This design comes from an exercise in tuning for small area, a short achievable clock period and few clock cycles on the open sky130 flow, not from production work. Function was checked by simulation only, so behaviour that the tests miss may differ from the original. Power is estimated from default activity; no workload was simulated.

$ cat config.mk
export PLATFORM = sky130hd
export DESIGN_NAME = mbcodec
export DESIGN_NICKNAME = mbcodec
export VERILOG_FILES = /design/flow/design.v
export SDC_FILE = /design/flow/constraint.sdc
export NUM_CORES = 4
export LEC_CHECK = 0
export CAP_MARGIN = 20
export CORE_MARGIN = 2
export CORE_UTILIZATION = 40
export CTS_CLUSTER_DIAMETER = 100
export CTS_CLUSTER_SIZE = 28
export SETUP_SLACK_MARGIN = 5
export SLEW_MARGIN = 20
$ cat constraint.sdc
create_clock -name core_clock -period 8.0 [get_ports {clk}]
set_input_delay 1.6000 -clock core_clock [delete_from_list [all_inputs] [get_ports {clk}]]
set_output_delay 1.6000 -clock core_clock [all_outputs]
set_load 0.01 [all_outputs]
$ cat design.v
module mbcodec (
    input  wire        clk,
    input  wire        rst,           
    input  wire        cmd_valid,
    output wire        cmd_ready,
    input  wire [31:0] cmd,
    output reg         rsp_valid,
    output wire [3:0]  rsp_status,
    output wire [31:0] rsp_value,
    output reg         tx_valid,
    output reg  [7:0]  tx_data
);
    localparam [7:0] OPC_CRC_INIT    = 8'h01,
                     OPC_CRC_BYTE    = 8'h02,
                     OPC_CRC_READ    = 8'h03,
                     OPC_CRC_CHECK   = 8'h04,
                     OPC_ENC_RD      = 8'h10,
                     OPC_XCH_RD      = 8'h11,
                     OPC_DEC_BYTE    = 8'h20,
                     OPC_DEC_ABORT   = 8'h21,
                     OPC_DEC_RDBUF   = 8'h22,
                     OPC_DEC_STATUS  = 8'h23,
                     OPC_CFG_SETADDR = 8'h30,
                     OPC_CFG_GETADDR = 8'h31;
    localparam [2:0] RS_OK = 3'd0, RS_ILLEGAL = 3'd1, RS_ARG = 3'd2,
                     RS_BUSY = 3'd3, RS_NOT_READY = 3'd4;
    localparam [3:0] D_IDLE = 4'd0, D_AW_ADDR = 4'd1, D_AW_FUNC = 4'd2,
                     D_AW_B2 = 4'd3, D_AW_PAY = 4'd4, D_AW_CRCLO = 4'd5,
                     D_AW_CRCHI = 4'd6, D_AW_XCRCLO = 4'd7,
                     D_AW_XCRCHI = 4'd8, D_DONE = 4'd9, D_ERR = 4'd10;
    localparam [3:0] E_NONE = 4'd0, E_CRC = 4'd1, E_SIZE = 4'd2,
                     E_ADDR = 4'd3, E_FUNC = 4'd4, E_LEN = 4'd5,
                     E_DEVICE = 4'd6;
    function [15:0] crc_update;
        input [15:0] c;
        input [7:0]  b;
        integer k;
        reg [15:0] r;
        begin
            r = c ^ {8'h00, b};
            for (k = 0; k < 8; k = k + 1)
                r = r[0] ? ((r >> 1) ^ 16'hA001) : (r >> 1);
            crc_update = r;
        end
    endfunction
    function is_busy;
        input [3:0] s;
        is_busy = (s >= D_AW_ADDR) && (s <= D_AW_XCRCHI);
    endfunction
    reg [15:0] crc_acc;
    reg [7:0]  devaddr;
    reg [3:0]  dstate;
    reg [6:0]  expw;          
    reg        addr_ok;       
    reg        f83, f03;      
    reg [7:0]  hdr2;
    reg        len_ok;        
    reg [15:0] dcrc;
    reg [7:0]  pcnt;
    reg        rclo_ok;       
    reg [3:0]  errcls;
    reg [7:0]  excode;
    reg        stray;
    reg        rdy;           
    reg [2:0]  sc;            
    reg        ev;            
    localparam RB = 3;                   
    localparam RL = 1 << RB;
    localparam NR = 248 / RL;            
    reg [RB-1:0] ph;          
    wire acc = cmd_valid & rdy;
    assign cmd_ready = rdy;
    wire [7:0]  in_opc = cmd[31:24];
    wire [7:0]  in_b   = cmd[7:0];
    wire [15:0] in_s   = cmd[23:8];
    wire in_rn = (cmd[23:0]  == 24'd0);
    wire in_rb = (cmd[23:8]  == 16'd0);
    wire in_rh = (cmd[23:16] == 8'd0);
    wire in_init   = (in_opc == OPC_CRC_INIT)    && in_rn;
    wire in_cbyte  = (in_opc == OPC_CRC_BYTE)    && in_rb;
    wire in_cread  = (in_opc == OPC_CRC_READ)    && in_rn;
    wire in_ccheck = (in_opc == OPC_CRC_CHECK)   && in_rh;
    wire in_enc    = (in_opc == OPC_ENC_RD);
    wire in_xch    = (in_opc == OPC_XCH_RD);
    wire in_dbyte  = (in_opc == OPC_DEC_BYTE)    && in_rb;
    wire in_abort  = (in_opc == OPC_DEC_ABORT)   && in_rn;
    wire in_rdbuf  = (in_opc == OPC_DEC_RDBUF)   && in_rb;
    wire in_status = (in_opc == OPC_DEC_STATUS)  && in_rn;
    wire in_seta   = (in_opc == OPC_CFG_SETADDR) && in_rb;
    wire in_geta   = (in_opc == OPC_CFG_GETADDR) && in_rn;
    wire in_ill    = !(in_init | in_cbyte | in_cread | in_ccheck | in_enc | in_xch |
                       in_dbyte | in_abort | in_rdbuf | in_status | in_seta | in_geta);
    wire in_req_ok = (in_s <= 16'h1000) && (in_b >= 8'd1) && (in_b <= 8'h7D);
    wire [RB-1:0] in_wait = in_b[RB-1:0] + 1'b1 - ph;
    wire in_txok   = (in_enc || in_xch) && in_req_ok;
    reg        o_init, o_cbyte, o_cread, o_ccheck, o_dbyte, o_abort,
               o_rdbuf, o_status, o_seta, o_geta, o_ill, o_txarg,
               o_enc, o_xch, o_xany;
    reg [23:0] qh;            
    reg [7-RB:0] qri;         
    reg        b_szbad;       
    reg        b_adbad;       
    always @(posedge clk) begin
        if (rdy) begin
            o_init   <= in_init;
            o_cbyte  <= in_cbyte;
            o_cread  <= in_cread;
            o_ccheck <= in_ccheck;
            o_dbyte  <= in_dbyte;
            o_abort  <= in_abort;
            o_rdbuf  <= in_rdbuf;
            o_status <= in_status;
            o_seta   <= in_seta;
            o_geta   <= in_geta;
            o_ill    <= in_ill;
            o_txarg  <= (in_enc || in_xch) && !in_req_ok;
            o_enc    <= in_enc && in_req_ok;
            o_xch    <= in_xch && in_req_ok;
            o_xany   <= in_xch;
            qh       <= cmd[23:0];
            b_szbad  <= (in_b == 8'd0) || (in_b > 8'hFA);
            b_adbad  <= (in_b == 8'd0) || (in_b > 8'hF7);
        end
        if (rdy && in_rdbuf)
            qri <= in_b[7:RB];
    end
    wire [7:0] arg_b = qh[7:0];
    wire busy = is_busy(dstate);
    wire rd_fault = (dstate != D_DONE) || (arg_b >= pcnt);
    wire xbusy    = o_xany && busy;              
    wire sent     = o_enc || (o_xch && !busy);   
    wire go       = ev && (!o_rdbuf || sc == 3'd0 || rd_fault);
    wire [8*(NR+1)-1:0] taps;
    wire [7:0] rd_byte = taps[qri*8 +: 8];
    reg [15:0] x_crc_acc;
    reg [7:0]  x_devaddr;
    reg [3:0]  x_dstate;
    reg [6:0]  x_expw;
    reg        x_addr_ok, x_f83, x_f03, x_len_ok, x_rclo_ok, x_stray;
    reg [7:0]  x_hdr2, x_pcnt, x_excode;
    reg [15:0] x_dcrc;
    reg [3:0]  x_errcls;
    reg        pay_we;
    reg [2:0]  x_status;
    reg [25:0] x_value;
    assign n_dstate  = x_dstate;
    wire [15:0] dcrc_upd = crc_update(dcrc, arg_b);
    wire [15:0] acc_upd  = crc_update(crc_acc, arg_b);
    wire [25:0] cur_status = {busy, stray, pcnt, excode, errcls, dstate};
    wire [25:0] nxt_status = {is_busy(x_dstate), x_stray, x_pcnt, x_excode,
                              x_errcls, x_dstate};
    always @* begin
        x_crc_acc = crc_acc;
        x_devaddr = devaddr;
        x_dstate  = dstate;
        x_expw    = expw;
        x_addr_ok = addr_ok;
        x_f83     = f83;
        x_f03     = f03;
        x_hdr2    = hdr2;
        x_len_ok  = len_ok;
        x_dcrc    = dcrc;
        x_pcnt    = pcnt;
        x_rclo_ok = rclo_ok;
        x_errcls  = errcls;
        x_excode  = excode;
        x_stray   = stray;
        pay_we    = 1'b0;
        x_status  = RS_OK;
        x_value   = 26'd0;
        if (o_ill)   x_status = RS_ILLEGAL;
        if (o_txarg) x_status = RS_ARG;
        if (xbusy)   x_status = RS_BUSY;
        if (o_init) begin
            x_crc_acc = 16'hFFFF;
            x_value   = 26'h000FFFF;
        end
        if (o_cbyte) begin
            x_crc_acc = acc_upd;
            x_value   = {10'd0, acc_upd};
        end
        if (o_cread)
            x_value = {10'd0, crc_acc};
        if (o_ccheck)
            x_value = {25'd0, crc_acc == qh[15:0]};
        if (o_xch && !busy) begin
            x_expw    = arg_b[6:0];
            x_dcrc    = 16'hFFFF;
            x_pcnt    = 8'd0;
            x_errcls  = E_NONE;
            x_excode  = 8'd0;
            x_stray   = 1'b0;
            x_dstate  = D_AW_ADDR;
        end
        if (o_dbyte) begin
            case (dstate)
                D_AW_ADDR: begin
                    x_addr_ok = (arg_b == devaddr);
                    x_dcrc    = dcrc_upd;
                    x_dstate  = D_AW_FUNC;
                end
                D_AW_FUNC: begin
                    x_f83    = (arg_b == 8'h83);
                    x_f03    = (arg_b == 8'h03);
                    x_dcrc   = dcrc_upd;
                    x_dstate = D_AW_B2;
                end
                D_AW_B2: begin
                    x_hdr2   = arg_b;
                    x_len_ok = (arg_b == {expw, 1'b0});
                    x_dcrc   = dcrc_upd;
                    if (!addr_ok) begin
                        x_errcls = E_ADDR;
                        x_dstate = D_ERR;
                    end else if (f83) begin
                        x_dstate = D_AW_XCRCLO;
                    end else if (!f03) begin
                        x_errcls = E_FUNC;
                        x_dstate = D_ERR;
                    end else if (b_szbad) begin
                        x_errcls = E_SIZE;
                        x_dstate = D_ERR;
                    end else begin
                        x_pcnt   = 8'd0;
                        x_dstate = D_AW_PAY;
                    end
                end
                D_AW_PAY: begin
                    pay_we = 1'b1;
                    x_dcrc = dcrc_upd;
                    x_pcnt = pcnt + 8'd1;
                    if (pcnt + 8'd1 == hdr2)
                        x_dstate = D_AW_CRCLO;
                end
                D_AW_CRCLO: begin
                    x_rclo_ok = (arg_b == dcrc[7:0]);
                    x_dstate  = D_AW_CRCHI;
                end
                D_AW_CRCHI: begin
                    if (!rclo_ok || arg_b != dcrc[15:8]) begin
                        x_errcls = E_CRC;
                        x_dstate = D_ERR;
                    end else if (!len_ok) begin
                        x_errcls = E_LEN;
                        x_dstate = D_ERR;
                    end else begin
                        x_dstate = D_DONE;
                    end
                end
                D_AW_XCRCLO: begin
                    x_rclo_ok = (arg_b == dcrc[7:0]);
                    x_dstate  = D_AW_XCRCHI;
                end
                D_AW_XCRCHI: begin
                    if (!rclo_ok || arg_b != dcrc[15:8]) begin
                        x_errcls = E_CRC;
                    end else begin
                        x_excode = hdr2;
                        x_errcls = E_DEVICE;
                    end
                    x_dstate = D_ERR;
                end
                default: begin       
                    x_stray = 1'b1;
                end
            endcase
            x_value = nxt_status;
        end
        if (o_abort) begin
            x_dstate = D_IDLE;
            x_dcrc   = 16'hFFFF;
            x_pcnt   = 8'd0;
            x_errcls = E_NONE;
            x_excode = 8'd0;
            x_stray  = 1'b0;
        end
        if (o_rdbuf) begin
            if (dstate != D_DONE)   x_status = RS_NOT_READY;
            else if (arg_b >= pcnt) x_status = RS_ARG;
            else                    x_value  = {18'd0, rd_byte};
        end
        if (o_status)
            x_value = cur_status;
        if (o_seta) begin
            if (busy)         x_status = RS_BUSY;
            else if (b_adbad) x_status = RS_ARG;
            else begin
                x_devaddr = arg_b;
                x_value   = {18'd0, arg_b};
            end
        end
        if (o_geta)
            x_value = {18'd0, devaddr};
    end
    reg [2:0]  tx_i;          
    reg [15:0] tcrc;          
    wire [15:0] tcrc_upd = crc_update(tcrc, tx_data);
    wire        tx_last_rsp = tx_valid && (tx_i == 3'd6);
    wire        tx_load  = ev && sent;
    reg [7:0] tx_next;
    always @* begin
        case (tx_i)
            3'd0:    tx_next = 8'h03;
            3'd1:    tx_next = qh[23:16];
            3'd2:    tx_next = qh[15:8];
            3'd3:    tx_next = 8'h00;
            3'd4:    tx_next = qh[7:0];
            3'd5:    tx_next = tcrc_upd[7:0];
            default: tx_next = tcrc[15:8];
        endcase
    end
    always @(posedge clk) begin
        if (rst) begin
            tx_valid <= 1'b0;
            tx_i     <= 3'd0;
        end else if (tx_load) begin
            tx_valid <= 1'b1;
            tx_i     <= 3'd0;
        end else if (tx_valid) begin
            tx_i <= tx_i + 3'd1;
            if (tx_i == 3'd7) tx_valid <= 1'b0;
        end
    end
    always @(posedge clk) begin
        if (tx_load)
            tcrc <= 16'hFFFF;
        else if (tx_valid && tx_i < 3'd6)
            tcrc <= tcrc_upd;
        if (tx_load)
            tx_data <= devaddr;
        else if (tx_valid)
            tx_data <= tx_next;
    end
    reg [2:0]  rsp_st;
    reg [25:0] rsp_val;
    assign rsp_status = {1'b0, rsp_st};
    assign rsp_value  = {6'd0, rsp_val};
    reg [2:0] sc_next;
    always @* begin
        if (acc)
            sc_next = in_txok ? 3'd7 : (in_rdbuf ? in_wait : 3'd0);
        else if (ev && ((o_rdbuf && rd_fault) || xbusy))
            sc_next = 3'd0;
        else if (sc != 3'd0)
            sc_next = sc - 3'd1;
        else
            sc_next = 3'd0;
    end
    always @(posedge clk) begin
        rsp_st  <= tx_last_rsp ? RS_OK : x_status;
        rsp_val <= tx_last_rsp ? {10'd0, tcrc} : x_value;
        if (rst) begin
            rdy       <= 1'b1;
            sc        <= 3'd0;
            ev        <= 1'b0;
            rsp_valid <= 1'b0;
        end else begin
            rdy       <= (sc_next == 3'd0);
            sc        <= sc_next;
            ev        <= acc || (ev && !go);
            rsp_valid <= (go && !sent) || tx_last_rsp;
        end
    end
    always @(posedge clk) begin
        if (rst) begin
            crc_acc <= 16'hFFFF;
            devaddr <= 8'h01;
            dstate  <= D_IDLE;
            dcrc    <= 16'hFFFF;
            pcnt    <= 8'd0;
            errcls  <= E_NONE;
            excode  <= 8'd0;
            stray   <= 1'b0;
        end else if (ev) begin
            crc_acc <= x_crc_acc;
            devaddr <= x_devaddr;
            dstate  <= x_dstate;
            dcrc    <= x_dcrc;
            pcnt    <= x_pcnt;
            errcls  <= x_errcls;
            excode  <= x_excode;
            stray   <= x_stray;
        end
        if (ev) begin
            expw    <= x_expw;
            hdr2    <= x_hdr2;
            addr_ok <= x_addr_ok;
            f83     <= x_f83;
            f03     <= x_f03;
            len_ok  <= x_len_ok;
            rclo_ok <= x_rclo_ok;
        end
    end
    wire pay_w     = ev && pay_we;
    wire first_pay = pay_w && (pcnt == 8'd0);
    always @(posedge clk) begin
        if (rst)            ph <= {RB{1'b0}};
        else if (first_pay) ph <= {RB{1'b0}};
        else                ph <= ph + 1'b1;
    end
    reg [RL-1:0] pv;
    reg [7:0]    pd [0:RL-1];
    wire [7:0]    pcm1    = pcnt - 8'd1;
    reg           wr_en;
    reg  [7:0]    wr_data;
    reg  [7-RB:0] wr_ring;
    always @(posedge clk) begin
        wr_en   <= pv[ph];
        wr_data <= pd[ph];
        wr_ring <= pcm1[7:RB] - {{(7-RB){1'b0}}, (ph > pcm1[RB-1:0])};
    end
    integer j;
    always @(posedge clk) begin
        for (j = 0; j < RL; j = j + 1) begin
            if (rst)
                pv[j] <= 1'b0;
            else if (pay_w && pcnt[RB-1:0] == j)
                pv[j] <= 1'b1;
            else if (ph == j)
                pv[j] <= 1'b0;
        end
        if (pay_w)
            pd[pcnt[RB-1:0]] <= arg_b;
    end
    genvar g;
    generate
        for (g = 0; g < NR; g = g + 1) begin : ring
            reg [7:0] s [0:RL-1];
            integer i;
            always @(posedge clk) begin
                s[0] <= (wr_en && wr_ring == g) ? wr_data : s[RL-1];
                for (i = 1; i < RL; i = i + 1)
                    s[i] <= s[i-1];
            end
            assign taps[g*8 +: 8] = s[0];
        end
        begin : ring2
            reg [7:0] s0, s1;
            always @(posedge clk) begin
                s0 <= (wr_en && wr_ring == NR) ? wr_data : s1;
                s1 <= s0;
            end
            assign taps[NR*8 +: 8] = s0;
        end
    endgenerate
endmodule
$ cat run.sh
#!/bin/bash
# synth_recipe.tcl (not shown) runs the flow's synth.tcl, then flattens the netlist and writes it again
# the make line also repeats each setting of config.mk as NAME=value (left out here)
make -C /OpenROAD-flow-scripts/flow DESIGN_CONFIG=/design/flow/config.mk WORK_HOME=/design/flow/orfs CLKGATE_MAP_FILE= SYNTH_SCRIPT=/design/flow/synth_recipe.tcl finish
==> key figures <==
Timing
  – Max Clock Skew: between 0.04 and 0.05 ns
  – Slew @ Worst Pin: 1.079 ns
  – TNS Setup: 0 ns
  – Fmax: 326.2 MHz
  – Final hold violations: 0
  – Final setup fails: 0
  – Final Cycle Share: a little under two fifths
  – RSZ-0062 raised after global routing: yes
  – Minimum clock period: 3.066 ns
  – Slew headroom: between 20% and 30%
  – Slew Viols, Final: 0

Logic synthesis
  – Cells after Synth: around 3,900
  – Top FF cell, synth: dfxtp_1
  – Post-Syn Area: 0.05967 sq mm
  – Post-synth EDFFs: between 100 and 150
  – Synth area leaders: dfxtp_1, edfxtp_1, mux2_2
  – Synthesized flop and latch total: 2,283
  – Top-area cell type share of the netlist area: 71.97%
  – Seq/Total Area, Yosys: between 70% and 80%
  – Synth Warn #: 33
  – Synth cell types: 82
  – Area leader, netlist: dfxtp_1
  – Synth async-reset ratio: 0%
  – Mean Syn Cell Area: 15.32 sq um

Setup path
  – Worst r2r src: dstate[2]$_SDFFE_PP0P_
  – R2R setup slack: just over 5 ns
  – Crit path to: rdy$_SDFF_PP1_
  – R2R depth: 5
  – Reg2reg end: pd[2][0]$_DFFE_PP_
  – CP Class: in2reg
  – Arrival time at the worst endpoint: 3.69 ns
  – Worst Setup End Kind: register
  – Crit path from: cmd[18]
  – Critical Path Start Type: primary input
  – Critical Path RT: 8.62 ns
  – Critical Path Fanout Max: 6

Cells and area
  – Fill count: around 13,000
  – Most frequent cells in the layout: dfxtp_1, mux2_2, nand2_1
  – Most common cell after layout, fill and taps aside: dfxtp_1
  – Share of cells above drive strength 1: ~17%
  – Ant. Diodes: 0
  – Nets@finish: between 4,000 and 5,000
  – Area Overhead vs Synth: 10.92%
  – Final Cell Area: 0.06619 sq mm

Clocking
  – Clock-pin slew on the worst setup and hold paths: roughly 0.11 ns
  – Cts hold-fix bufs: 0
  – Root Driver: clkbuf_16
  – # H-tree levels: 3
  – Num CTS Buffers: 95
  – Worst-case clock buffer depth: 3
  – Clock latency (worst-skew pair): 0.73 ns
  – Clock Sinks: 2,283
  – CTS tree: done

Floorplan
  – I/O pin count: a little over 80
  – Core Region: 0.1478 sq mm
  – Die extent in y: between 300 and 400 um
  – Die Wd: 390.2 um
  – Initial Util: 40.36%
  – Row count: around 140
  – Die ar.: 0.1523 sq mm

Place
  – Gpl congestion: 0.8869
  – HPWL Detailed: 73.14 mm
  – Port Buffers: 74
  – Placed Instance Area: 0.06262 sq mm

Worst hold path
  – Worst Hold Class: reg2reg
  – Hold depth: 0

Route
  – Avg WL per Cell: between 15 and 20 um
  – Initial drt markers: 1,944
  – Drt via density: 4.698
  – Total wire length: 117.9 mm
  – Antenna Nets Post-Route: 0
  – Vias after detailed routing: 28,030
  – Drt drc: 0
  – Detailed-router iteration count before antenna repair: 6

GRT
  – Total gr overflow: 0
  – Antenna violations before repair: 5
  – GR Util All Layers: 15.23%
  – Vias in the first global route: approximately 27,000
  – First-pass GRT wire length: around 170 mm
  – Largest net degree at the start of global routing: 87

Pwr
  – Peak supply drop: 169.9 uV
  – Cell leakage power: 25.60 nW
  – Power Density: 266.0 mW/mm^2

Outcome
  – Status: complete, no violations

Job
  – Max-cap viol count: 0
[worst max-delay path, stage by stage]
cell,delay (ns)
buf_6,0.09
or4_4,0.56
or4_4,0.53
nor3_4,0.32
nand2_1,0.11
a211oi_2,0.24
a31oi_2,0.08
o211a_1,0.15
[where the power goes]
group          internal [mW]  switching (mW)  total (mW)  leakage, nW
Combinational          0.156           0.240       0.396         5.65
Clock                   2.31            3.31        5.62         1.32
Sequential              11.5          0.0766        11.6         18.6
[metrics by stage]
stage / hold WS (ns) / utilization [%] / worst slack (ns) / cells / total power [mW]
after detailed placement: 0.3121 / 42.36 / 3.670 / 5805 / 12.26
final: 0.3089 / 44.77 / 4.934 / 5966 / 17.61
after floorplan: 0.3096 / - / 4.334 / 3902 / 12.08
after global placement: 0.3095 / 42.36 / 3.685 / 5805 / 12.25
after global routing: 0.3107 / 44.77 / 4.910 / 5966 / 18.22
after CTS: 0.3106 / 44.57 / 4.812 / 5948 / 17.78
[kinds of logic (layout without fill, tap and decap cells)]
kind of cell / Yosys count / in the layout / share of synthesized area [%]
multiplexers: 371 / 371 / 8.698
AND/OR/NAND/NOR: 570 / 570 / 4.768
adder cells (fa/ha/maj): 41 / 41 / 0.8597
flip-flops: 2283 / 2283 / 78.91
AO/OA/AOI/OAI: 319 / 319 / 3.531
XOR/XNOR: 115 / 115 / 1.852
other: 1 / 7 / 0.006285
buffers and inverters: 196 / 330 / 1.373
[registers in the layout (all words and copies together) (netlist names), 5 cells and up]
register / cells
crc_acc: 16
dcrc: 16
devaddr: 8
excode: 8
expw: 7
hdr2: 8
pcnt: 8
pd: 64
pv: 8
qh: 24
qri: 5
ring.s: 1984
ring2.s0: 8
ring2.s1: 8
rsp_val: 26
tcrc: 16
tx_data: 8
wr_data: 8
wr_ring: 5
[cells in the mapped netlist, types with 42 or more instances]
library cell	number
nand3_1	46
a21oi_1	78
xnor2_1	79
nor2_1	127
o21ai_0	53
edfxtp_1	138
clkbuf_1	111
mux4_2	83
mux2_2	259
nand2_1	181
nand2b_1	42
dfxtp_1	2145
[how the worst min path moves through the flow]
stage	from	end	slack [ns]
floorplan	ring[0].s[1][0]$_DFF_P_	ring[0].s[2][0]$_DFF_P_	0.31
global placement	ring[19].s[6][2]$_DFF_P_	ring[19].s[7][2]$_DFF_P_	0.31
detailed placement	ring[12].s[6][5]$_DFF_P_	ring[12].s[7][5]$_DFF_P_	0.31
CTS	ring[13].s[4][7]$_DFF_P_	ring[13].s[5][7]$_DFF_P_	0.31
global route	ring[22].s[3][3]$_DFF_P_	ring[22].s[4][3]$_DFF_P_	0.31
finish	ring[5].s[6][3]$_DFF_P_	ring[5].s[7][3]$_DFF_P_	0.31
[routing by layer]
metal	vias up	share of wire [%]	GRT usage (%)
li1	13370	-	-
met1	13840	49	22.05
met2	661	44	23.64
met3	153	4.5	2.132
met4	0	2.5	4.710
met5	-	0	0
[layout make-up]
class,count,area (sq um),share of cell area (%)
multi-input cells,1423,12060,18.22
repair buffers,166,1653,2.497
inverters,44,165.2,0.2495
flip-flops and latches,2283,47170,71.27
clock inverters,9,176.4,0.2666
clock buffers,111,2544,3.843
well taps,1930,2415,3.649
[what timing repair did]
action                                  4_1_cts  5_1_grt
pin swaps                                    13       14
gates resized for setup                     252       57
endpoints found under the hold margin         0        0
setup buffers                                19       15
gates cloned                                  4        3
endpoints found under the setup margin      120       70
Testbench counts, summed over its fixed seeds: cycles 167,621.

## afterwards: timing with drivers on the ports
No port has a modelled driver above. Below, the same layout with a new extraction and two added sets of constraints.
Step 1, drivers: a clkbuf_16 drives clk and a buf_2 each remaining input, both assumed.
Step 2 moves the port delays by t, midway between the first and last clock arrival at a register: inputs arrive t later, outputs are due t later. That takes back most of the time a late clock gives input paths.
Slacks: ideal ports / drivers / drivers and shift; pairs: ideal ports / drivers.
t, ns: 0.774
slack for setup (ns): 4.934 / 4.937 / 4.202
slew at the worst register clock pin (ns): 0.12 / 0.12
After both steps this run still meets setup and hold. For this run, drivers alone change the setup slack by +0.003 ns; drivers and shift together by -0.732 ns.
